This design comes from an exercise in tuning for small area and few clock cycles on the open sky130 flow, not from production work.
RTL that was checked went through simulation tests only; none was proved equivalent to the original.
Only the layout flow was run in runs 1 and 2; the RTL was not checked for function there.
Power and IR drop assume default switching activity.

===== design/flow/run.sh =====
#!/bin/bash
# synth_recipe.tcl (not shown) runs the flow's synth.tcl, then flattens the netlist and writes it again
# the make line also repeats each setting of config.mk as NAME=value (left out here)
make -C /OpenROAD-flow-scripts/flow DESIGN_CONFIG=/design/flow/config.mk WORK_HOME=/design/flow/orfs CLKGATE_MAP_FILE= SYNTH_SCRIPT=/design/flow/synth_recipe.tcl finish

===== design/flow/config.mk =====
export PLATFORM = sky130hd
export DESIGN_NAME = eppe_page_engine
export DESIGN_NICKNAME = eppe_page_engine
export VERILOG_FILES = /design/flow/design.v
export SDC_FILE = /design/flow/constraint.sdc
export NUM_CORES = 4
export LEC_CHECK = 0
export CAP_MARGIN = 20
export CORE_MARGIN = 2
export CORE_UTILIZATION = 40
export CTS_BUF_LIST = sky130_fd_sc_hd__clkbuf_8
export CTS_CLUSTER_SIZE = 30
export SLEW_MARGIN = 40

===== design/flow/design.v =====
module eppe_pixel_xform (
    input  wire [1:0]  rot,
    input  wire        mirror,
    input  wire        phys,       
    input  wire [15:0] x_in,       
    input  wire [15:0] y_in,       
    output wire        in_range,
    output wire [5:0]  px,         
    output wire [5:0]  py          
);
    wire [5:0] xl = x_in[5:0];
    wire [5:0] yl = y_in[5:0];
    wire       xz = (x_in[15:6] == 10'd0);
    wire       yz = (y_in[15:6] == 10'd0);
    wire       x45 = xz && (xl < 6'd45);
    wire       y45 = yz && (yl < 6'd45);
    wire       swap = rot[0] && !phys;
    assign in_range = swap ? (x45 && yz) : (xz && y45);
    wire       fx = !phys && (rot[0] ? !rot[1] : (mirror ^ rot[1]));
    wire       fy = !phys && (rot[0] ? (mirror ^ rot[1]) : rot[1]);
    wire [5:0] u  = swap ? yl : xl;
    wire [5:0] v  = swap ? xl : yl;
    assign px = u ^ {6{fx}};
    assign py = fy ? (6'd44 - v) : v;
endmodule
module eppe_clip_axis (
    input  wire [15:0] s_in,    
    input  wire [15:0] l_in,    
    input  wire        flip,
    input  wire        d64,     
    output wire [6:0]  s3,
    output wire [6:0]  l4
);
    wire [6:0]  d   = d64 ? 7'd64 : 7'd45;
    wire [16:0] t   = {s_in[15], s_in} + {l_in[15], l_in};
    wire [16:0] v   = flip ? t : {s_in[15], s_in};
    wire        neg = v[16];
    wire        big = !v[16] && ((v[15:7] != 9'd0) || (v[6:0] > d));
    wire [6:0]  vc  = neg ? 7'd0 : (big ? d : v[6:0]);
    wire [6:0]  dm  = d - vc;
    assign s3 = flip ? dm : vc;
    wire [6:0]  rem = flip ? vc : dm;
    wire        lneg = l_in[15];
    wire        lbig = !lneg && ((l_in[14:7] != 8'd0) || (l_in[6:0] > rem));
    assign l4 = lneg ? 7'd0 : (lbig ? rem : l_in[6:0]);
endmodule
module eppe_page_engine (
    input  wire        clk,
    input  wire        rst,
    input  wire        cmd_valid,
    output wire        cmd_ready,
    input  wire [2:0]  cmd_op,
    input  wire [2:0]  cmd_arg,
    input  wire [15:0] cmd_x,
    input  wire [15:0] cmd_y,
    input  wire [15:0] cmd_w,
    input  wire [15:0] cmd_h,
    output wire        out_valid,
    input  wire        out_ready,
    output wire [7:0]  out_data,
    output wire [15:0] page,
    output wire [1:0]  rot,
    output wire        mirror,
    output wire        win_part,
    output wire [15:0] win_x,
    output wire [15:0] win_y,
    output wire [15:0] win_w,
    output wire [15:0] win_h,
    output wire [1:0]  diag
);
    localparam [2:0] OP_SET_ROTATION  = 3'd0;
    localparam [2:0] OP_SET_FULL_WIN  = 3'd1;
    localparam [2:0] OP_SET_PART_WIN  = 3'd2;
    localparam [2:0] OP_FILL          = 3'd3;
    localparam [2:0] OP_SET_PIXEL     = 3'd4;
    localparam [2:0] OP_SET_PIXEL_PHY = 3'd5;
    localparam [2:0] OP_BEGIN_FRAME   = 3'd6;
    localparam [2:0] OP_ADVANCE_PAGE  = 3'd7;
    reg  [1:0]  s_rot;
    reg         s_mirror;
    reg         s_win_part;
    reg  [3:0]  s_wx8, s_we8;              
    reg  [5:0]  s_wy, s_wh;
    reg  [3:0]  p_c0, p_c1;                
    reg  [5:0]  p_y0, p_y1;                
    reg  [3:0]  s_cur;                     
    reg         diag_badcmd, diag_passlock;
    reg  [1:0]  ph;                        
    reg  [2:0]  cw;                        
    reg         cw_all;                    
    reg         cv0, cv1;                  
    reg         streaming;
    reg  [2:0]  st_r, st_r0, st_rl;        
    reg  [2:0]  st_c, st_c0, st_cl;        
    reg  [1:0]  st_j;                      
    wire active = !(s_cur[3] && s_cur[0]);
    assign page     = active ? {12'd0, s_cur} : 16'hFFFF;
    assign rot      = s_rot;
    assign mirror   = s_mirror;
    assign win_part = s_win_part;
    assign win_x    = s_win_part ? {9'd0, s_wx8, 3'd0} : 16'd0;
    assign win_y    = s_win_part ? {10'd0, s_wy} : 16'd0;
    assign win_w    = s_win_part ? {9'd0, s_we8 - s_wx8, 3'd0} : 16'd64;
    assign win_h    = s_win_part ? {10'd0, s_wh} : 16'd45;
    assign diag     = {diag_passlock, diag_badcmd};
    wire       pix_in_range;
    wire [5:0] pix_x, pix_y;
    eppe_pixel_xform u_xform (
        .rot(s_rot), .mirror(s_mirror), .phys(cmd_op[0]),
        .x_in(cmd_x), .y_in(cmd_y),
        .in_range(pix_in_range), .px(pix_x), .py(pix_y)
    );
    reg        clip_step;                  
    wire       clip_sw = s_rot[0] ^ clip_step;      
    wire [6:0] ax_s3, ax_l4;
    eppe_clip_axis u_axis (
        .s_in(clip_sw ? cmd_y : cmd_x), .l_in(clip_sw ? cmd_h : cmd_w),
        .flip(clip_step ? (s_rot[0] ? (s_rot[1] ^ s_mirror) : s_rot[1])
                        : (s_rot[0] ? !s_rot[1] : (s_rot[1] ^ s_mirror))),
        .d64(!clip_step), .s3(ax_s3), .l4(ax_l4)
    );
    wire [6:0] ax_xe  = ax_s3 + ax_l4 + 7'd7;
    wire [3:0] clip_x8 = ax_s3[6:3];
    wire [3:0] clip_e8 = (ax_l4 == 7'd0) ? ax_s3[6:3] : ax_xe[6:3];
    wire [5:0] pg_start = {s_cur, 2'b00} + {2'b00, s_cur};    
    wire [5:0] pix_dr   = pix_y - pg_start;
    wire       row_ok   = (pix_y >= pg_start) && (pix_dr < 6'd5);
    wire [2:0] pix_r    = pix_dr[2:0];
    wire [2:0] pix_c    = pix_x[5:3];
    wire [1:0] pix_q    = pix_x[2:1];                         
    wire       pix_lo   = pix_x[0];                           
    wire [6:0] d0 = {1'b0, p_y0} - {1'b0, pg_start};
    wire [6:0] d1 = {1'b0, p_y1} - {1'b0, pg_start};
    wire [2:0] pr_r0 = d0[6] ? 3'd0 : d0[2:0];
    wire [2:0] pr_r1 = (!d1[6] && d1[5:0] > 6'd5) ? 3'd5 : d1[2:0];
    wire       rows_ok = !d1[6] && (d1 != 7'd0) && (d0[6] || d0[5:0] < 6'd5) &&
                         (d0[6] || d1[6:0] > d0[6:0]);
    wire       pr_empty = (p_c1 <= p_c0) || !rows_ok;
    wire st_lastc = (st_c == st_cl);
    wire st_lastr = (st_r == st_rl);
    wire st_vld   = streaming && (ph == st_j);
    wire st_take  = st_vld && out_ready;
    wire st_rd    = st_take && (st_j == 2'd3);            
    wire st_end   = st_rd && st_lastc && st_lastr;
    wire [1:0] head_b, head_a;                            
    function [3:0] nib_code(input bk, input ak);
        nib_code = bk ? 4'h0 : (ak ? 4'h4 : 4'h3);
    endfunction
    assign out_data  = {nib_code(head_b[1], head_a[1]), nib_code(head_b[0], head_a[0])};
    assign out_valid = st_vld;
    wire pend_col = (pix_c >= st_c0) && (pix_c <= st_cl);
    wire pend_row = ((pix_r == st_r) && (pix_c >= st_c)) ||
                    ((pix_r > st_r) && (pix_r <= st_rl));
    wire pix_pend = streaming && pend_col && pend_row;
    wire is_pix   = (cmd_op == OP_SET_PIXEL) || (cmd_op == OP_SET_PIXEL_PHY);
    wire col3     = (cmd_arg[1:0] == 2'd3);
    wire pix_do   = is_pix && !col3 && active && pix_in_range && row_ok;
    wire busy     = streaming && !st_end;
    wire cw_on    = (cw != 3'd0);
    reg stall;
    always @* begin
        case (cmd_op)
            OP_FILL:          stall = streaming && active && !col3;
            OP_SET_PIXEL,
            OP_SET_PIXEL_PHY: stall = pix_do && (pix_pend || ph != pix_q);
            OP_BEGIN_FRAME:   stall = streaming && active;
            OP_ADVANCE_PAGE:  stall = active && (busy || cw_on);
            OP_SET_PART_WIN:  stall = !active && !clip_step;
            default:          stall = 1'b0;
        endcase
    end
    assign cmd_ready = !stall;
    wire accept = cmd_valid && !stall;
    wire [3:0] next_cur = (s_cur == 4'd8) ? 4'hF : s_cur + 4'd1;
    always @(posedge clk) begin
        if (rst) begin
            s_rot         <= 2'd0;
            s_mirror      <= 1'b0;
            s_win_part    <= 1'b0;
            s_cur         <= 4'hF;
            diag_badcmd   <= 1'b0;
            diag_passlock <= 1'b0;
            streaming     <= 1'b0;
            ph            <= 2'd0;
            cw            <= 3'd0;
            clip_step     <= 1'b0;
        end else begin
            if (cmd_valid && cmd_op == OP_SET_PART_WIN && !active && !clip_step) begin
                clip_step <= 1'b1;
                p_c0      <= clip_x8;
                p_c1      <= clip_e8;
            end
            ph <= ph + 2'd1;
            if (cw_on) cw <= cw - 3'd1;
            if (st_take) st_j <= st_j + 2'd1;
            if (st_rd) begin
                if (st_lastc) begin
                    st_c <= st_c0;
                    st_r <= st_r + 3'd1;
                end else begin
                    st_c <= st_c + 3'd1;
                end
            end
            if (st_end) streaming <= 1'b0;
            if (accept) begin
                case (cmd_op)
                    OP_SET_ROTATION: begin
                        s_rot    <= cmd_arg[1:0];
                        s_mirror <= cmd_arg[2];
                    end
                    OP_SET_FULL_WIN: begin
                        if (active) diag_passlock <= 1'b1;
                        else        s_win_part    <= 1'b0;
                    end
                    OP_SET_PART_WIN: begin
                        if (active) begin
                            diag_passlock <= 1'b1;
                        end else begin
                            s_win_part <= 1'b1;
                            clip_step  <= 1'b0;
                            s_wx8      <= p_c0;
                            s_we8      <= p_c1;
                            s_wy       <= ax_s3[5:0];
                            s_wh       <= ax_l4[5:0];
                        end
                    end
                    OP_FILL: begin
                        if (col3) begin
                            diag_badcmd <= 1'b1;
                        end else if (active) begin
                            cw     <= 3'd4;
                            cw_all <= 1'b1;
                            cv0    <= (cmd_arg[1:0] == 2'd1);
                            cv1    <= (cmd_arg[1:0] == 2'd2);
                        end
                    end
                    OP_SET_PIXEL, OP_SET_PIXEL_PHY: begin
                        if (col3) diag_badcmd <= 1'b1;
                    end
                    OP_BEGIN_FRAME: begin
                        p_c0  <= s_win_part ? s_wx8 : 4'd0;
                        p_c1  <= s_win_part ? s_we8 : 4'd8;
                        p_y0  <= s_win_part ? s_wy : 6'd0;
                        p_y1  <= s_win_part ? s_wy + s_wh : 6'd45;
                        s_cur <= 4'd0;
                        if (!streaming) begin
                            cw     <= 3'd4;
                            cw_all <= 1'b1;
                            cv0    <= 1'b0;
                            cv1    <= 1'b0;
                        end
                    end
                    OP_ADVANCE_PAGE: begin
                        if (active) begin
                            s_cur  <= next_cur;
                            cw     <= 3'd4;
                            cw_all <= pr_empty;
                            cv0    <= 1'b0;
                            cv1    <= 1'b0;
                            if (!pr_empty) begin
                                streaming <= 1'b1;
                                st_r  <= pr_r0;
                                st_r0 <= pr_r0;
                                st_rl <= pr_r1 - 3'd1;
                                st_c  <= p_c0[2:0];
                                st_c0 <= p_c0[2:0];
                                st_cl <= p_c1[2:0] - 3'd1;
                                st_j  <= 2'd0;
                            end
                        end
                    end
                    default: ;
                endcase
            end
        end
    end
    wire pix_wr = accept && pix_do;
    wire col0   = (cmd_arg[1:0] == 2'd1);
    wire col1   = (cmd_arg[1:0] == 2'd2);
    wire [79:0] heads_b, heads_a;           
    reg  [4:0] row_clr, row_rd, row_wr;
    reg  [7:0] col_clr, col_rd, col_hi, col_lo;
    integer i;
    always @* begin
        for (i = 0; i < 5; i = i + 1) begin
            row_clr[i] = cw_on && (cw_all || i < st_r0 || i > st_rl);
            row_rd[i]  = st_take && (st_r == i);
            row_wr[i]  = pix_wr && (pix_r == i);
        end
        for (i = 0; i < 8; i = i + 1) begin
            col_clr[i] = cw_on && (cw_all || i < st_c0 || i > st_cl);
            col_rd[i]  = (st_c == i);
            col_hi[i]  = (pix_c == i) && !pix_lo;
            col_lo[i]  = (pix_c == i) && pix_lo;
        end
    end
    genvar gr, gc;
    generate
        for (gr = 0; gr < 5; gr = gr + 1) begin : g_row
            for (gc = 0; gc < 8; gc = gc + 1) begin : g_col
                wire clr    = row_clr[gr] || col_clr[gc] || (row_rd[gr] && col_rd[gc]);
                wire wr_hi  = row_wr[gr] && col_hi[gc];
                wire wr_lo  = row_wr[gr] && col_lo[gc];
                wire [1:0] b0, a0;
                eppe_ring u_ring (
                    .clk(clk), .clr(clr), .wr_hi(wr_hi), .wr_lo(wr_lo),
                    .col0(col0), .col1(col1), .cv0(cv0), .cv1(cv1),
                    .head_b(b0), .head_a(a0)
                );
                assign heads_b[(gr*8+gc)*2 +: 2] = b0;
                assign heads_a[(gr*8+gc)*2 +: 2] = a0;
            end
        end
    endgenerate
    assign head_b = heads_b[{st_r, st_c, 1'b0} +: 2];
    assign head_a = heads_a[{st_r, st_c, 1'b0} +: 2];
endmodule
module eppe_ring (
    input  wire       clk,
    input  wire       clr,
    input  wire       wr_hi,
    input  wire       wr_lo,
    input  wire       col0, col1,      
    input  wire       cv0, cv1,        
    output wire [1:0] head_b,
    output wire [1:0] head_a
);
    reg  [1:0] b0, b1, b2, b3;         
    reg  [1:0] a0, a1, a2, a3;         
    wire [1:0] nb, na;
    assign nb[1] = wr_hi ? col0 : (clr ? cv0 : b0[1]);
    assign nb[0] = wr_lo ? col0 : (clr ? cv0 : b0[0]);
    assign na[1] = wr_hi ? col1 : (clr ? cv1 : a0[1]);
    assign na[0] = wr_lo ? col1 : (clr ? cv1 : a0[0]);
    always @(posedge clk) begin
        b0 <= b1; b1 <= b2; b2 <= b3; b3 <= nb;
        a0 <= a1; a1 <= a2; a2 <= a3; a3 <= na;
    end
    assign head_b = b0;
    assign head_a = a0;
endmodule

===== design/flow/constraint.sdc =====
create_clock -name core_clock -period 20.0 [get_ports {clk}]
set_input_delay 4.0000 -clock core_clock [delete_from_list [all_inputs] [get_ports {clk}]]
set_output_delay 4.0000 -clock core_clock [all_outputs]
set_load 0.01 [all_outputs]

==> insert_results.sql, run 1 <==
INSERT INTO impl_metrics (metric_group, metric, value, unit) VALUES
('flow_run', 'cap_viol_max_count', '0', ''),
('detailed_routing', 'met3_wire_length', '4400', 'µm'),
('timing', 'timing.clock.skew', '36.8', 'ps'),
('pwr', 'worst_ir_drop_vdd', '0.0000606', 'V'),
('clock_network', 'cts_tree', 'done', ''),
('clock_network', 'tritoncts.num_buffers', '107', ''),
('worst_hold_path', 'worst_hold_path_stage_count', '0', ''),
('clock_network', 'clockRootBuffer', 'sky130_fd_sc_hd__clkbuf_8', ''),
('clock_network', 'clk_pin_slew', '70', 'ps'),
('detailed_routing', 'top_layer_used', 'met5', ''),
('yosys', 'yosys_warnings', '2', ''),
('run_status', 'run_status', 'finished clean', ''),
('timing', 'setup_repair_after_global_routing_missed_its_margin', 'no', ''),
('grt', 'antenna_violations_before_repair', '6', ''),
('detailed_routing', 'met1Wirelength', '31100', 'µm'),
('detailed_routing', 'dr_total_vias', '19000', ''),
('timing', 'setup_viol_count_final', '0', ''),
('clock_network', 'num_clock_sinks', '720', ''),
('yosys', 'synth.area.mux_share', '0.116', ''),
('yosys', 'yosys.area_share.xor_xnor', '0.0224', ''),
('pwr', 'p_leak', '0.0136', 'µW'),
('clock_network', 'clkLatencyLatePin', '710', 'ps'),
('grt', 'grt_max_degree', '66', ''),
('worst_setup_path', 'library_cell_contributing_the_largest_single_delay_on_the_critical_path', 'sky130_fd_sc_hd__nor3_1', ''),
('timing', 'totalNegativeSetupSlack', '0', 'ps'),
('die', 'chipHeight', '267', 'µm'),
('die', 'placement_rows', '96', ''),
('worst_setup_path', 'reg2regPathDepth', '46', ''),
('detailed_routing', 'ant_nets', '0', ''),
('yosys', 'synth_area', '0.0277', 'mm²'),
('worst_setup_path', 'critPathMaxStageDelay', '620', 'ps'),
('clock_network', 'postCtsResizedCells', '0', ''),
('worst_setup_path', 'crit_path_end', 'p_c1[3]$_DFFE_PN_', ''),
('timing', 'report.final.hold_viol_count', '0', ''),
('worst_setup_path', 'crit_type', 'primary input to flip-flop', ''),
('yosys', 'post_synth_inst_count', '2524', ''),
('yosys', 'synth_simple_gate_area_share', '0.102', ''),
('detailed_routing', 'post_drt_via_cell_ratio', '5.18', ''),
('finish', 'layout_cells_sized_above_1', '0.113', ''),
('die', 'io_pins', '170', ''),
('finish', 'layout.nets', '2853', ''),
('yosys', 'top_flip_flop_cell_by_instance_count_after_synthesis', 'sky130_fd_sc_hd__dfxtp_1', ''),
('yosys', 'ys_types', '87', ''),
('detailed_routing', 'met2_length', '34000', 'µm'),
('worst_setup_path', 'arrival', '14450', 'ps'),
('detailed_routing', 'totalWireLength', '71700', 'µm'),
('worst_setup_path', 'critical_register_to_register_path_startpoint', 's_rot[0]$_SDFFE_PP0P_', ''),
('yosys', 'synthDominantCellAreaShare', '0.474', ''),
('clock_network', 'cts_setup_buffers', '0', ''),
('grt', 'globalRoute.totalOverflow', '0', ''),
('yosys', 'postSynthRegisterBits', '720', ''),
('clock_network', 'cts-htree-levels', '3', ''),
('placed_design', 'hpwl', '51400', 'µm'),
('detailed_routing', 'drt_pre_antenna_iters', '7', ''),
('yosys', 'synth_compound_area_frac', '0.117', ''),
('worst_setup_path', 'worst_path_maximum_fanout', '10', ''),
('timing', 'finalMaxSlewViolations', '0', ''),
('worst_setup_path', 'critPathLaunch', 'cmd_y[0]', ''),
('grt', 'grt_first_pass_wirelength', '110000', 'µm'),
('worst_setup_path', 'critical_path.startpoint_type', 'primary input', ''),
('yosys', 'synth_edf_count', '63', ''),
('detailed_routing', 'route.detailed.wl_per_inst', '19.5', 'µm'),
('pwr', 'power_density', '148', 'mW/mm²'),
('yosys', 'synth_top_family_by_area', 'compound AO/OA/AOI/OAI gates', ''),
('finish', 'syn2layout_area_growth', '15.3', '%'),
('detailed_routing', 'number_of_remaining_drc_errors', '0', ''),
('detailed_routing', 'dr.first_iter.drc_count', '1365', ''),
('worst_setup_path', 'timing.critical_path.buf_inv', '3', ''),
('die', 'initial_core_util', '0.404', ''),
('yosys', 'synth.top_cells.by_count', 'sky130_fd_sc_hd__dfxtp_1 (657), sky130_fd_sc_hd__a21oi_1 (187), sky130_fd_sc_hd__nor2_1 (186), sky130_fd_sc_hd__nand2_1 (183), sky130_fd_sc_hd__mux2i_1 (168)', ''),
('grt', 'via_count_of_the_first_global_routing_pass', '19400', '');
## layer usage
metal | vias to the layer above | track usage
met4 | 4 | 0.0815
met2 | 596 | 0.334
met5 | - | 0
met1 | 9187 | 0.248
met3 | 140 | 0.0440
li1 | 9109 | -
## cells by family (layout without fill, tap and decap cells)
| kind of cell | count (synthesis) | count (layout) |
|---|---|---|
| compound gates | 496 | 496 |
| xor+xnor | 70 | 70 |
| fa+ha+maj | 120 | 120 |
| buf+inv | 257 | 428 |
| flops | 720 | 720 |
| mux | 256 | 256 |
| other cells | 1 | 50 |
| simple gates | 604 | 604 |
## final cells by class
type | count | area (µm²) | share of cell area
flip-flops and latches | 720 | 15000 | 0.470
multi-input cells | 1592 | 11900 | 0.371
clock buffers | 138 | 1900 | 0.0594
repair buffers | 142 | 1390 | 0.0435
well taps | 931 | 1160 | 0.0364
inverters | 96 | 360 | 0.0113
clock inverters | 52 | 256 | 0.00802
diodes | 4 | 10.0 | 0.000313
## layout by cell type, fill, tap and decap left out, types with 29 or more instances in the layout
cell / netlist / routed
sky130_fd_sc_hd__ha_1: 113 / 113
sky130_fd_sc_hd__xor2_1: 31 / 31
sky130_fd_sc_hd__and2_1: 33 / 33
sky130_fd_sc_hd__nor2b_1: 59 / 59
sky130_fd_sc_hd__mux2i_1: 168 / 168
sky130_fd_sc_hd__a21oi_1: 187 / 187
sky130_fd_sc_hd__xnor2_1: 38 / 38
sky130_fd_sc_hd__inv_1: 92 / 128
sky130_fd_sc_hd__dfxtp_1: 657 / 656
sky130_fd_sc_hd__conb_1: 1 / 46
sky130_fd_sc_hd__mux4_2: 48 / 48
sky130_fd_sc_hd__nand2_1: 183 / 183
sky130_fd_sc_hd__edfxtp_1: 63 / 63
sky130_fd_sc_hd__nor2_1: 186 / 185
sky130_fd_sc_hd__clkdlybuf4s50_1: 0 / 122
sky130_fd_sc_hd__clkbuf_8: 0 / 138
sky130_fd_sc_hd__a211oi_1: 103 / 86
sky130_fd_sc_hd__a21o_1: 29 / 29
sky130_fd_sc_hd__o21ai_0: 49 / 49
sky130_fd_sc_hd__mux2_2: 37 / 37
## how the worst min path moves through the flow
stage | from | to | slack (ps)
2_1_floorplan | g_row[0].g_col[0].u_ring.a1[0]$_DFF_P_ | g_row[0].g_col[0].u_ring.a0[0]$_DFF_P_ | 310
3_3_place_gp | g_row[3].g_col[2].u_ring.b3[0]$_DFF_P_ | g_row[3].g_col[2].u_ring.b2[0]$_DFF_P_ | 310
3_5_place_dp | g_row[0].g_col[4].u_ring.b2[0]$_DFF_P_ | g_row[0].g_col[4].u_ring.b1[0]$_DFF_P_ | 310
4_1_cts | g_row[0].g_col[7].u_ring.a2[0]$_DFF_P_ | g_row[0].g_col[7].u_ring.a1[0]$_DFF_P_ | 300
5_1_grt | g_row[2].g_col[0].u_ring.b2[0]$_DFF_P_ | g_row[2].g_col[0].u_ring.b1[0]$_DFF_P_ | 310
6_report | g_row[3].g_col[2].u_ring.b3[0]$_DFF_P_ | g_row[3].g_col[2].u_ring.b2[0]$_DFF_P_ | 290
## metrics by stage
step | power, µW | worst slack (ps) | cells | cell area, µm² | hold slack (ps)
after floorplan | 3130 | 7420 | 2569 | 27900 | 310
after global placement | 3500 | 5980 | 3479 | 29600 | 310
after detailed placement | 3570 | 5560 | 3479 | 29800 | 312
after CTS | 4760 | 6310 | 3669 | 31900 | 296
after global routing | 4990 | 5500 | 3673 | 32000 | 313
final | 4740 | 6010 | 3675 | 32000 | 295
## worst reg2reg max path, delay by kind of cell (launching register included)
kind | cells | cell delay (ps)
fa+ha+maj | 7 | 1930
xor+xnor | 3 | 580
flops | 1 | 580
buf+inv | 4 | 930
simple gates | 12 | 3030
mux | 2 | 530
compound gates | 18 | 3820
## where the power goes
| group | internal (µW) | switching, µW | total, µW |
|---|---|---|---|
| logic | 521 | 663 | 1180 |
| clock network | 619 | 546 | 1170 |
| registers | 2160 | 232 | 2390 |
| total | 3290 | 1440 | 4740 |
## state kept, by name, indices dropped and copies added (netlist names), 6 cells and up
name and flops:
g_row.g_col.u_ring.b3 80, g_row.g_col.u_ring.a1 80, g_row.g_col.u_ring.b2 80, p_y0 6, g_row.g_col.u_ring.a3 80, g_row.g_col.u_ring.b0 80, s_wh 6, g_row.g_col.u_ring.b1 80
p_y1 6, g_row.g_col.u_ring.a2 80, s_wy 6, g_row.g_col.u_ring.a0 80
==> run 2, diff against run 1 <==
--- a/design/flow/config.mk
+++ b/design/flow/config.mk
@@ -8,6 +8,5 @@
 export CAP_MARGIN = 20
 export CORE_MARGIN = 2
 export CORE_UTILIZATION = 40
-export CTS_BUF_LIST = sky130_fd_sc_hd__clkbuf_8
-export CTS_CLUSTER_SIZE = 30
+export CTS_BUF_LIST = sky130_fd_sc_hd__clkbuf_4
 export SLEW_MARGIN = 40
==> insert_results.sql, run 2 <==
INSERT INTO impl_metrics (metric_group, metric, value, unit) VALUES
('detailed_routing', 'drt_pre_antenna_iters', '6', ''),
('clock_network', 'tritoncts.num_buffers', '177', ''),
('yosys', 'synth_edf_count', '63', ''),
('yosys', 'yosys.area_share.xor_xnor', '0.0224', ''),
('clock_network', 'num_clock_sinks', '720', ''),
('worst_setup_path', 'critical_path.reg2reg.endpoint', 'p_c1[3]$_DFFE_PN_', ''),
('yosys', 'post-synth-top-area-cell', 'sky130_fd_sc_hd__dfxtp_1', ''),
('worst_setup_path', 'library_cell_contributing_the_largest_single_delay_on_the_critical_path', 'sky130_fd_sc_hd__nor3_1', ''),
('pwr', 'power.share.switching', '0.308', ''),
('die', 'design.core.area', '0.0686', 'mm²'),
('die', 'die-area', '0.0715', 'mm²'),
('pwr', 'relative_contribution_of_combinational_cells_to_total_power', '0.249', ''),
('yosys', 'post_synth_inst_count', '2524', ''),
('clock_network', 'cts_buffer_depth', '3', ''),
('run_status', 'run_status', 'finished clean', ''),
('worst_hold_path', 'worst_hold_path_type', 'flip-flop to flip-flop', ''),
('pwr', 'power_density', '148', 'mW/mm²'),
('yosys', 'synthMostInstantiatedCell', 'sky130_fd_sc_hd__dfxtp_1', ''),
('pwr', 'worst_ir_drop_vdd', '0.0000582', 'V'),
('grt', 'via_count_of_the_first_global_routing_pass', '20000', ''),
('worst_setup_path', 'critPathMaxStageDelay', '610', 'ps'),
('yosys', 'mapped_avg_cell_area', '11.0', 'µm²'),
('detailed_routing', 'route.detailed.wl_per_inst', '19.0', 'µm'),
('finish', 'mostFrequentLayoutCell', 'sky130_fd_sc_hd__dfxtp_1', ''),
('clock_network', 'cts-htree-levels', '4', ''),
('die', 'dieWidth', '267', 'µm'),
('detailed_routing', 'post_drt_via_cell_ratio', '5.15', ''),
('worst_setup_path', 'regToRegSetupSlack', '8350', 'ps'),
('worst_setup_path', 'critical_register_to_register_path_startpoint', 's_rot[0]$_SDFFE_PP0P_', ''),
('placed_design', 'place.gp.congestion', '0.876', ''),
('placed_design', 'place.detailed.instances', '3479', ''),
('placed_design', 'hpwl', '51400', 'µm'),
('clock_network', 'postCtsResizedCells', '0', ''),
('detailed_routing', 'dr.first_iter.drc_count', '1458', ''),
('worst_setup_path', 'arrival', '14460', 'ps'),
('yosys', 'yosys_warnings', '2', ''),
('die', 'io_pins', '170', ''),
('pwr', 'power_frac_clock', '0.247', ''),
('worst_setup_path', 'critPathRequiredTime', '20760', 'ps'),
('grt', 'grt_first_pass_wirelength', '111000', 'µm'),
('finish', 'finalNonFillerCells', '3800', ''),
('detailed_routing', 'totalWireLength', '72300', 'µm'),
('placed_design', 'port-buffer-count', '123', ''),
('worst_setup_path', 'reg2regPathDepth', '46', ''),
('worst_setup_path', 'critPathLaunch', 'cmd_y[0]', ''),
('yosys', 'synth.top_cells.by_count', 'sky130_fd_sc_hd__dfxtp_1 (657), sky130_fd_sc_hd__a21oi_1 (187), sky130_fd_sc_hd__nor2_1 (186), sky130_fd_sc_hd__nand2_1 (183), sky130_fd_sc_hd__mux2i_1 (168)', ''),
('timing', 'final.setup.worst_slack', '6300', 'ps'),
('worst_setup_path', 'worst_setup_path_end_kind', 'flip-flop', ''),
('clock_network', 'clkLatencyLatePin', '1010', 'ps'),
('worst_setup_path', 'worst_path_maximum_fanout', '10', ''),
('yosys', 'synthDominantCellAreaShare', '0.474', ''),
('grt', 'grt_util_all_layers', '0.202', ''),
('worst_setup_path', 'worst_path_dominant_cell_family', 'compound AO/OA/AOI/OAI gates', ''),
('yosys', 'synth-adder-area-share', '0.0560', ''),
('timing', 'totalNegativeSetupSlack', '0', 'ps'),
('worst_setup_path', 'timing.critical_path.buf_inv', '3', ''),
('timing', 'finalMaxSlewViolations', '0', ''),
('clock_network', 'clockRootBuffer', 'sky130_fd_sc_hd__clkbuf_4', ''),
('pwr', 'p_leak', '0.0137', 'µW'),
('yosys', 'synth.area.mux_share', '0.116', ''),
('yosys', 'synth_compound_area_frac', '0.117', ''),
('grt', 'globalRoute.totalOverflow', '0', ''),
('timing', 'report.final.hold_viol_count', '0', ''),
('clock_network', 'cts_tree', 'done', ''),
('worst_setup_path', 'critical_path.startpoint_type', 'primary input', ''),
('clock_network', 'clk_pin_slew', '60', 'ps'),
('worst_setup_path', 'crit_path_end', 'p_c1[3]$_DFFE_PN_', ''),
('detailed_routing', 'number_of_remaining_drc_errors', '0', ''),
('timing', 'setup_viol_count_final', '0', ''),
('finish', 'layout_common_cells', 'sky130_fd_sc_hd__dfxtp_1 (656), sky130_fd_sc_hd__clkbuf_4 (249), sky130_fd_sc_hd__a21oi_1 (187), sky130_fd_sc_hd__nor2_1 (185), sky130_fd_sc_hd__nand2_1 (183)', ''),
('placed_design', 'setup_slack_at_placement', '5560', 'ps'),
('worst_setup_path', 'crit_type', 'primary input to flip-flop', ''),
('timing', 'finalCriticalPeriod', '13700', 'ps'),
('pwr', 'seq_power_share', '0.504', ''),
('worst_setup_path', 'cpMostUsedCell', 'sky130_fd_sc_hd__ha_1', ''),
('clock_network', 'cts_setup_buffers', '0', ''),
('yosys', 'synth_top_family_by_area', 'compound AO/OA/AOI/OAI gates', ''),
('grt', 'antenna_violations_before_repair', '7', ''),
('timing', 'timing.clock.skew', '74.2', 'ps'),
('timing', 'max_slew.worst_pin.slew', '841', 'ps'),
('die', 'initial_core_util', '0.404', ''),
('finish', 'layout_cells_sized_above_1', '0.150', ''),
('timing', 'maxClockFrequency', '73.0', 'MHz'),
('yosys', 'synth_area_leaders', 'sky130_fd_sc_hd__dfxtp_1 (47%), sky130_fd_sc_hd__edfxtp_1 (6.8%), sky130_fd_sc_hd__mux2i_1 (6.1%), sky130_fd_sc_hd__ha_1 (5.1%), sky130_fd_sc_hd__mux4_2 (3.9%)', ''),
('flow_run', 'cap_viol_max_count', '0', ''),
('pwr', 'internal-power', '3280', 'µW'),
('yosys', 'synth_simple_gate_area_share', '0.102', ''),
('detailed_routing', 'ant_nets', '0', ''),
('yosys', 'synth-async-reset-ratio', '0', ''),
('worst_setup_path', 'critical_path_cell_count', '44', ''),
('pwr', 'overall_power', '4740', 'µW'),
('clock_network', 'cts_hold_buf', '0', ''),
('yosys', 'synth-seq-area-share', '0.542', ''),
('pwr', 'switching_power_summed_over_all_nets', '1460', 'µW'),
('timing', 'slew_headroom', '0.439', ''),
('die', 'chipHeight', '267', 'µm'),
('finish', 'layout.nets', '2924', ''),
('timing', 'fin_crit_sh', '0.685', ''),
('finish', 'syn2layout_area_growth', '15.7', '%'),
('grt', 'grt_max_degree', '66', ''),
('yosys', 'ys_types', '87', ''),
('die', 'placement_rows', '96', ''),
('yosys', 'synth_area', '0.0277', 'mm²'),
('detailed_routing', 'dr_total_vias', '19600', ''),
('yosys', 'postSynthRegisterBits', '720', ''),
('timing', 'setup_repair_after_global_routing_missed_its_margin', 'no', ''),
('yosys', 'top_flip_flop_cell_by_instance_count_after_synthesis', 'sky130_fd_sc_hd__dfxtp_1', '');
-- run 2: cell counts after synthesis --
Identical to the previous run, type by type.
-- run 2: layout make-up --
| type | count | area, µm² |
|---|---|---|
| Fill cell | 6369 | 36500 |
| Sequential cell | 720 | 15000 |
| Multi-Input combinational cell | 1592 | 11900 |
| Clock buffer | 249 | 1870 |
| Timing Repair Buffer | 143 | 1400 |
| Tap cell | 931 | 1160 |
| Inverter | 96 | 360 |
| Clock inverter | 64 | 357 |
| Antenna cell | 5 | 12.5 |
-- run 2: kinds of logic (layout without fill, tap and decap cells) --
logic type / Yosys count / in the layout
flip-flops: 720 / 720
AND/OR/NAND/NOR: 604 / 604
AO/OA/AOI/OAI: 496 / 496
buffers and inverters: 257 / 552
multiplexers: 256 / 256
adder cells (fa/ha/maj): 120 / 120
XOR/XNOR: 70 / 70
other: 1 / 51
-- run 2: power by group through the flow --
stage	clock network, µW	logic (µW)	registers [µW]
after floorplan	0	827	2300
after CTS	1210	1170	2390
after detailed placement	0	1160	2410
after global placement	0	1110	2390
after global routing	1290	1280	2450
final	1170	1180	2390
-- run 2: per-stage QoR --
step	hold WS, ps	utilization	area [µm²]
6_report	280	0.468	32100
5_1_grt	273	0.468	32100
4_1_cts	281	0.467	32000
3_5_place_dp	312	0.434	29800
3_3_place_gp	310	0.432	29600
2_1_floorplan	310	-	27900
-- run 2: worst min path at each step --
stage,from,endpoint,slack [ps],cells past startpoint
floorplan,g_row[0].g_col[0].u_ring.a1[0]$_DFF_P_,g_row[0].g_col[0].u_ring.a0[0]$_DFF_P_,310,0
global placement,g_row[3].g_col[2].u_ring.b3[0]$_DFF_P_,g_row[3].g_col[2].u_ring.b2[0]$_DFF_P_,310,0
detailed placement,g_row[0].g_col[4].u_ring.b2[0]$_DFF_P_,g_row[0].g_col[4].u_ring.b1[0]$_DFF_P_,310,0
CTS,g_row[3].g_col[0].u_ring.a3[0]$_DFF_P_,g_row[3].g_col[0].u_ring.a2[0]$_DFF_P_,280,0
global route,g_row[3].g_col[0].u_ring.b3[0]$_DFF_P_,g_row[3].g_col[0].u_ring.b2[0]$_DFF_P_,270,0
finish,g_row[2].g_col[6].u_ring.a1[0]$_DFF_P_,g_row[2].g_col[6].u_ring.a0[0]$_DFF_P_,280,0
-- run 2: layer usage --
layer | part of all wire | GRT usage | vias up
met3 | 0.063 | 0.0579 | 156
met2 | 0.48 | 0.338 | 655
met1 | 0.43 | 0.244 | 9392
met5 | 0.00037 | 0 | -
li1 | - | - | 9357
met4 | 0.029 | 0.0841 | 4
==> run 3, diff against run 2 <==
--- a/design/flow/design.v
+++ b/design/flow/design.v
@@ -37,13 +37,39 @@
     wire        neg = v[16];
     wire        big = !v[16] && ((v[15:7] != 9'd0) || (v[6:0] > d));
     wire [6:0]  vc  = neg ? 7'd0 : (big ? d : v[6:0]);
-    wire [6:0]  dm  = d - vc;
-    assign s3 = flip ? dm : vc;
-    wire [6:0]  rem = flip ? vc : dm;
+    assign s3 = flip ? (d - vc) : vc;
+    wire [6:0]  rem = d - s3;
     wire        lneg = l_in[15];
     wire        lbig = !lneg && ((l_in[14:7] != 8'd0) || (l_in[6:0] > rem));
     assign l4 = lneg ? 7'd0 : (lbig ? rem : l_in[6:0]);
 endmodule
+module eppe_win_clip (
+    input  wire [1:0]  rot,
+    input  wire        mirror,
+    input  wire [15:0] x_in,    
+    input  wire [15:0] y_in,    
+    input  wire [15:0] w_in,    
+    input  wire [15:0] h_in,    
+    output wire [3:0]  xa8,     
+    output wire [3:0]  xe8,     
+    output wire [5:0]  ya,      
+    output wire [5:0]  ha       
+);
+    wire [6:0] sa, la, sb, lb;
+    eppe_clip_axis u_a (.s_in(x_in), .l_in(w_in), .flip(rot[1] ^ mirror),
+                        .d64(!rot[0]), .s3(sa), .l4(la));
+    eppe_clip_axis u_b (.s_in(y_in), .l_in(h_in), .flip(rot[1] ^ rot[0]),
+                        .d64(rot[0]), .s3(sb), .l4(lb));
+    wire [6:0] x3 = rot[0] ? sb : sa;
+    wire [6:0] w4 = rot[0] ? lb : la;
+    wire [6:0] y3 = rot[0] ? sa : sb;
+    wire [6:0] h4 = rot[0] ? la : lb;
+    wire [6:0] xe = x3 + w4 + 7'd7;
+    assign xa8 = x3[6:3];
+    assign xe8 = (w4 == 7'd0) ? x3[6:3] : xe[6:3];
+    assign ya  = y3[5:0];
+    assign ha  = h4[5:0];
+endmodule
 module eppe_page_engine (
     input  wire        clk,
     input  wire        rst,
@@ -110,18 +136,13 @@
         .x_in(cmd_x), .y_in(cmd_y),
         .in_range(pix_in_range), .px(pix_x), .py(pix_y)
     );
-    reg        clip_step;                  
-    wire       clip_sw = s_rot[0] ^ clip_step;      
-    wire [6:0] ax_s3, ax_l4;
-    eppe_clip_axis u_axis (
-        .s_in(clip_sw ? cmd_y : cmd_x), .l_in(clip_sw ? cmd_h : cmd_w),
-        .flip(clip_step ? (s_rot[0] ? (s_rot[1] ^ s_mirror) : s_rot[1])
-                        : (s_rot[0] ? !s_rot[1] : (s_rot[1] ^ s_mirror))),
-        .d64(!clip_step), .s3(ax_s3), .l4(ax_l4)
+    wire [3:0] clip_x8, clip_e8;
+    wire [5:0] clip_y, clip_h;
+    eppe_win_clip u_clip (
+        .rot(s_rot), .mirror(s_mirror),
+        .x_in(cmd_x), .y_in(cmd_y), .w_in(cmd_w), .h_in(cmd_h),
+        .xa8(clip_x8), .xe8(clip_e8), .ya(clip_y), .ha(clip_h)
     );
-    wire [6:0] ax_xe  = ax_s3 + ax_l4 + 7'd7;
-    wire [3:0] clip_x8 = ax_s3[6:3];
-    wire [3:0] clip_e8 = (ax_l4 == 7'd0) ? ax_s3[6:3] : ax_xe[6:3];
     wire [5:0] pg_start = {s_cur, 2'b00} + {2'b00, s_cur};    
     wire [5:0] pix_dr   = pix_y - pg_start;
     wire       row_ok   = (pix_y >= pg_start) && (pix_dr < 6'd5);
@@ -165,7 +186,6 @@
             OP_SET_PIXEL_PHY: stall = pix_do && (pix_pend || ph != pix_q);
             OP_BEGIN_FRAME:   stall = streaming && active;
             OP_ADVANCE_PAGE:  stall = active && (busy || cw_on);
-            OP_SET_PART_WIN:  stall = !active && !clip_step;
             default:          stall = 1'b0;
         endcase
     end
@@ -183,13 +203,7 @@
             streaming     <= 1'b0;
             ph            <= 2'd0;
             cw            <= 3'd0;
-            clip_step     <= 1'b0;
         end else begin
-            if (cmd_valid && cmd_op == OP_SET_PART_WIN && !active && !clip_step) begin
-                clip_step <= 1'b1;
-                p_c0      <= clip_x8;
-                p_c1      <= clip_e8;
-            end
             ph <= ph + 2'd1;
             if (cw_on) cw <= cw - 3'd1;
             if (st_take) st_j <= st_j + 2'd1;
@@ -217,11 +231,10 @@
                             diag_passlock <= 1'b1;
                         end else begin
                             s_win_part <= 1'b1;
-                            clip_step  <= 1'b0;
-                            s_wx8      <= p_c0;
-                            s_we8      <= p_c1;
-                            s_wy       <= ax_s3[5:0];
-                            s_wh       <= ax_l4[5:0];
+                            s_wx8      <= clip_x8;
+                            s_we8      <= clip_e8;
+                            s_wy       <= clip_y;
+                            s_wh       <= clip_h;
                         end
                     end
                     OP_FILL: begin
@@ -298,15 +311,20 @@
     generate
         for (gr = 0; gr < 5; gr = gr + 1) begin : g_row
             for (gc = 0; gc < 8; gc = gc + 1) begin : g_col
+                reg  [1:0] b0, b1, b2, b3;            
+                reg  [1:0] a0, a1, a2, a3;            
                 wire clr    = row_clr[gr] || col_clr[gc] || (row_rd[gr] && col_rd[gc]);
                 wire wr_hi  = row_wr[gr] && col_hi[gc];
                 wire wr_lo  = row_wr[gr] && col_lo[gc];
-                wire [1:0] b0, a0;
-                eppe_ring u_ring (
-                    .clk(clk), .clr(clr), .wr_hi(wr_hi), .wr_lo(wr_lo),
-                    .col0(col0), .col1(col1), .cv0(cv0), .cv1(cv1),
-                    .head_b(b0), .head_a(a0)
-                );
+                wire [1:0] nb, na;
+                assign nb[1] = wr_hi ? col0 : (clr ? cv0 : b0[1]);
+                assign nb[0] = wr_lo ? col0 : (clr ? cv0 : b0[0]);
+                assign na[1] = wr_hi ? col1 : (clr ? cv1 : a0[1]);
+                assign na[0] = wr_lo ? col1 : (clr ? cv1 : a0[0]);
+                always @(posedge clk) begin
+                    b0 <= b1; b1 <= b2; b2 <= b3; b3 <= nb;
+                    a0 <= a1; a1 <= a2; a2 <= a3; a3 <= na;
+                end
                 assign heads_b[(gr*8+gc)*2 +: 2] = b0;
                 assign heads_a[(gr*8+gc)*2 +: 2] = a0;
             end
@@ -315,27 +333,3 @@
     assign head_b = heads_b[{st_r, st_c, 1'b0} +: 2];
     assign head_a = heads_a[{st_r, st_c, 1'b0} +: 2];
 endmodule
-module eppe_ring (
-    input  wire       clk,
-    input  wire       clr,
-    input  wire       wr_hi,
-    input  wire       wr_lo,
-    input  wire       col0, col1,      
-    input  wire       cv0, cv1,        
-    output wire [1:0] head_b,
-    output wire [1:0] head_a
-);
-    reg  [1:0] b0, b1, b2, b3;         
-    reg  [1:0] a0, a1, a2, a3;         
-    wire [1:0] nb, na;
-    assign nb[1] = wr_hi ? col0 : (clr ? cv0 : b0[1]);
-    assign nb[0] = wr_lo ? col0 : (clr ? cv0 : b0[0]);
-    assign na[1] = wr_hi ? col1 : (clr ? cv1 : a0[1]);
-    assign na[0] = wr_lo ? col1 : (clr ? cv1 : a0[0]);
-    always @(posedge clk) begin
-        b0 <= b1; b1 <= b2; b2 <= b3; b3 <= nb;
-        a0 <= a1; a1 <= a2; a2 <= a3; a3 <= na;
-    end
-    assign head_b = b0;
-    assign head_a = a0;
-endmodule
--- a/design/flow/config.mk
+++ b/design/flow/config.mk
@@ -8,5 +8,4 @@
 export CAP_MARGIN = 20
 export CORE_MARGIN = 2
 export CORE_UTILIZATION = 40
-export CTS_BUF_LIST = sky130_fd_sc_hd__clkbuf_4
 export SLEW_MARGIN = 40
==> insert_results.sql, run 3 <==
INSERT INTO impl_metrics (metric_group, metric, value, unit) VALUES
('yosys', 'synth_area', '0.0292', 'mm²'),
('worst_setup_path', 'cpMostUsedCell', 'sky130_fd_sc_hd__ha_1', ''),
('finish', 'layout_cells_sized_above_1', '0.0987', ''),
('detailed_routing', 'totalWireLength', '80100', 'µm'),
('pwr', 'power_density', '143', 'mW/mm²'),
('timing', 'max_slew.worst_pin.slew', '873', 'ps'),
('timing', 'setup_repair_after_global_routing_missed_its_margin', 'no', ''),
('grt', 'grt_max_degree', '63', ''),
('detailed_routing', 'route.detailed.wl_per_inst', '20.8', 'µm'),
('yosys', 'synth.top_cells.by_count', 'sky130_fd_sc_hd__dfxtp_1 (656), sky130_fd_sc_hd__a21oi_1 (229), sky130_fd_sc_hd__nor2_1 (229), sky130_fd_sc_hd__nand2_1 (170), sky130_fd_sc_hd__ha_1 (160)', ''),
('worst_setup_path', 'crit_type', 'primary input to flip-flop', ''),
('pwr', 'overall_power', '4840', 'µW'),
('timing', 'finalMaxSlewViolations', '0', ''),
('finish', 'syn2layout_area_growth', '16.0', '%'),
('finish', 'layout_common_cells', 'sky130_fd_sc_hd__dfxtp_1 (655), sky130_fd_sc_hd__a21oi_1 (229), sky130_fd_sc_hd__nor2_1 (227), sky130_fd_sc_hd__nand2_1 (170), sky130_fd_sc_hd__ha_1 (160)', ''),
('clock_network', 'cts_buffer_depth', '3', ''),
('finish', 'diodes', '0', ''),
('clock_network', 'cts_hold_buf', '0', ''),
('die', 'placement_rows', '99', ''),
('timing', 'setup_viol_count_final', '0', ''),
('grt', 'globalRoute.totalOverflow', '0', ''),
('timing', 'totalNegativeSetupSlack', '0', 'ps'),
('yosys', 'synthMostInstantiatedCell', 'sky130_fd_sc_hd__dfxtp_1', ''),
('worst_setup_path', 'critical_path.startpoint_type', 'primary input', ''),
('grt', 'antenna_violations_before_repair', '1', ''),
('die', 'dieWidth', '274', 'µm'),
('clock_network', 'num_clock_sinks', '719', ''),
('flow_run', 'cap_viol_max_count', '0', ''),
('die', 'design.core.area', '0.0726', 'mm²'),
('timing', 'fin_crit_sh', '0.751', ''),
('detailed_routing', 'drt_pre_antenna_iters', '6', ''),
('grt', 'via_count_of_the_first_global_routing_pass', '20600', ''),
('clock_network', 'clkLatencyLatePin', '620', 'ps'),
('die', 'initial_core_util', '0.402', ''),
('yosys', 'synthDominantCellAreaShare', '0.450', ''),
('worst_setup_path', 'arrival', '15380', 'ps'),
('clock_network', 'clk_pin_slew', '60', 'ps'),
('timing', 'slew_headroom', '0.418', ''),
('pwr', 'worst_ir_drop_vdd', '0.0000876', 'V'),
('yosys', 'top_flip_flop_cell_by_instance_count_after_synthesis', 'sky130_fd_sc_hd__dfxtp_1', ''),
('detailed_routing', 'dr.first_iter.drc_count', '1404', ''),
('yosys', 'post-synth-top-area-cell', 'sky130_fd_sc_hd__dfxtp_1', ''),
('finish', 'fillerInstances', '6697', ''),
('yosys', 'mapped_avg_cell_area', '10.7', 'µm²'),
('yosys', 'ys_types', '88', ''),
('worst_setup_path', 'critPathMaxStageDelay', '590', 'ps'),
('yosys', 'synth_area_leaders', 'sky130_fd_sc_hd__dfxtp_1 (45%), sky130_fd_sc_hd__ha_1 (6.9%), sky130_fd_sc_hd__edfxtp_1 (6.5%), sky130_fd_sc_hd__mux2i_1 (5.3%), sky130_fd_sc_hd__a21oi_1 (3.9%)', ''),
('detailed_routing', 'dr_total_vias', '20600', ''),
('clock_network', 'cts-htree-levels', '3', ''),
('yosys', 'synth_edf_count', '63', ''),
('finish', 'layout.nets', '3084', ''),
('grt', 'grt_first_pass_wirelength', '122000', 'µm'),
('run_status', 'run_status', 'finished clean', ''),
('timing', 'maxClockFrequency', '66.6', 'MHz'),
('worst_hold_path', 'worst_hold_path_type', 'flip-flop to flip-flop', ''),
('timing', 'final.setup.worst_slack', '4980', 'ps'),
('yosys', 'post_synth_inst_count', '2730', ''),
('placed_design', 'setup_slack_at_placement', '4550', 'ps'),
('clock_network', 'postCtsResizedCells', '0', ''),
('yosys', 'yosys_warnings', '1', ''),
('clock_network', 'cts_tree', 'done', ''),
('yosys', 'synth-seq-area-share', '0.514', ''),
('placed_design', 'hpwl', '59500', 'µm'),
('grt', 'grt_util_all_layers', '0.211', ''),
('timing', 'timing.clock.skew', '34.6', 'ps'),
('pwr', 'p_leak', '0.0140', 'µW'),
('yosys', 'postSynthRegisterBits', '719', ''),
('die', 'die-area', '0.0752', 'mm²'),
('finish', 'mostFrequentLayoutCell', 'sky130_fd_sc_hd__dfxtp_1', ''),
('clock_network', 'tritoncts.num_buffers', '72', ''),
('detailed_routing', 'ant_nets', '0', '');
run 3: cell count changes after synthesis, moves of 6 or more:
| cell | change |
|---|---|
| sky130_fd_sc_hd__o21ai_0 | +27 |
| sky130_fd_sc_hd__xor2_1 | +10 |
| sky130_fd_sc_hd__nor3_1 | +11 |
| sky130_fd_sc_hd__nor4_1 | +7 |
| sky130_fd_sc_hd__a31oi_1 | -6 |
| sky130_fd_sc_hd__o21a_1 | +7 |
| sky130_fd_sc_hd__nor2_1 | +43 |
| sky130_fd_sc_hd__a21boi_0 | +6 |
| sky130_fd_sc_hd__nand4_1 | +10 |
| sky130_fd_sc_hd__mux2i_1 | -12 |
| sky130_fd_sc_hd__nand2_1 | -13 |
| sky130_fd_sc_hd__a21oi_1 | +42 |
| sky130_fd_sc_hd__nand3_1 | +8 |
| sky130_fd_sc_hd__ha_1 | +47 |
run 3: worst max-delay path, delay by kind of cell:
family / cells / cell delay (ps)
compound gates: 17 / 4160
xor+xnor: 2 / 380
fa+ha+maj: 9 / 2530
buf+inv: 4 / 910
mux: 1 / 190
simple gates: 17 / 3240
run 3: layer usage:
metal	GRT usage	share of wire	vias to the layer above
met1	0.260	0.42	9969
met3	0.0311	0.046	162
met2	0.366	0.49	595
li1	-	-	9886
met4	0.0914	0.040	2
met5	0	0.00010	-
run 3: metrics by stage:
stage          utilization  cells  cell area [µm²]
5_1_grt              0.467   3858            33900
3_5_place_dp         0.431   3727            31300
3_3_place_gp         0.429   3724            31200
2_1_floorplan            -   2775            29400
4_1_cts              0.466   3858            33800
6_report             0.467   3858            33900
run 3: cells by family after synthesis:
group                      Yosys count  synth area share
adders and majority gates          168            0.0740
AOI/OAI and AO/OA                  587             0.130
and+or+nand+nor                    673             0.110
buffers and inverters              260            0.0422
xor gates and xnor gates            83            0.0259
muxes                              239             0.104
DFF                                719             0.514
other                                1          0.000128
run 3: final timing paths:
path | from | endpoint | slack [ps] | cells after the start
max | cmd_h[0] | s_we8[3]$_DFFE_PP_ | 4980 | 50
max reg2reg | s_rot[0]$_SDFFE_PP0P_ | s_we8[3]$_DFFE_PP_ | 9220 | 42
min reg2reg | g_row[0].g_col[7].a2[0]$_DFF_P_ | g_row[0].g_col[7].a1[0]$_DFF_P_ | 310 | 0
min | g_row[0].g_col[7].a2[0]$_DFF_P_ | g_row[0].g_col[7].a1[0]$_DFF_P_ | 310 | 0
run 3: area by class of cell:
class	count	area [µm²]	share of cell area
multi-input cells	1796	13300	0.392
flip-flops and latches	719	15000	0.444
inverters	100	375	0.0111
clock inverters	26	388	0.0114
well taps	959	1200	0.0354
clock buffers	105	2150	0.0634
repair buffers	153	1460	0.0430
run 3: power breakdown:
part           switching [µW]  internal, µW  leakage (µW)
combinational             592           465       0.00671
sequential                231          2150       0.00610
clock                     558           845       0.00123
total                    1380          3460        0.0140
Testbench counts of run 3, summed over its fixed seeds: cycles 22,086.

[port drivers added, routing unchanged]
The flow's constraints put no driver on any port. The routed layouts listed below were extracted and timed again, unchanged, in two steps.
Step 1: set_driving_cell puts a clkbuf_16 on clk and a buf_2 on each other input, an assumption about the parent block.
Step 2 times the ports against the registers' clock, not the clock port: input delays grow and output delays shrink by t, the midpoint of the rising clock arrivals with the driver on.
Slacks: ideal ports / drivers / drivers and shift; pairs: ideal ports / drivers.
run | t (ns) | setup slack, ns | slew at the worst register clock pin (ns)
run 1 | 0.754 | 6.011 / 6.042 / 5.288 | 0.07 / 0.07
run 2 | 1.030 | 6.300 / 6.333 / 5.303 | 0.07 / 0.07
run 3 | 0.659 | 4.976 / 5.011 / 4.352 | 0.07 / 0.07
After both steps setup and hold are still met in every run listed. For run 2, which loses most, drivers alone change the setup slack by +0.033 ns; drivers and shift together by -0.997 ns.
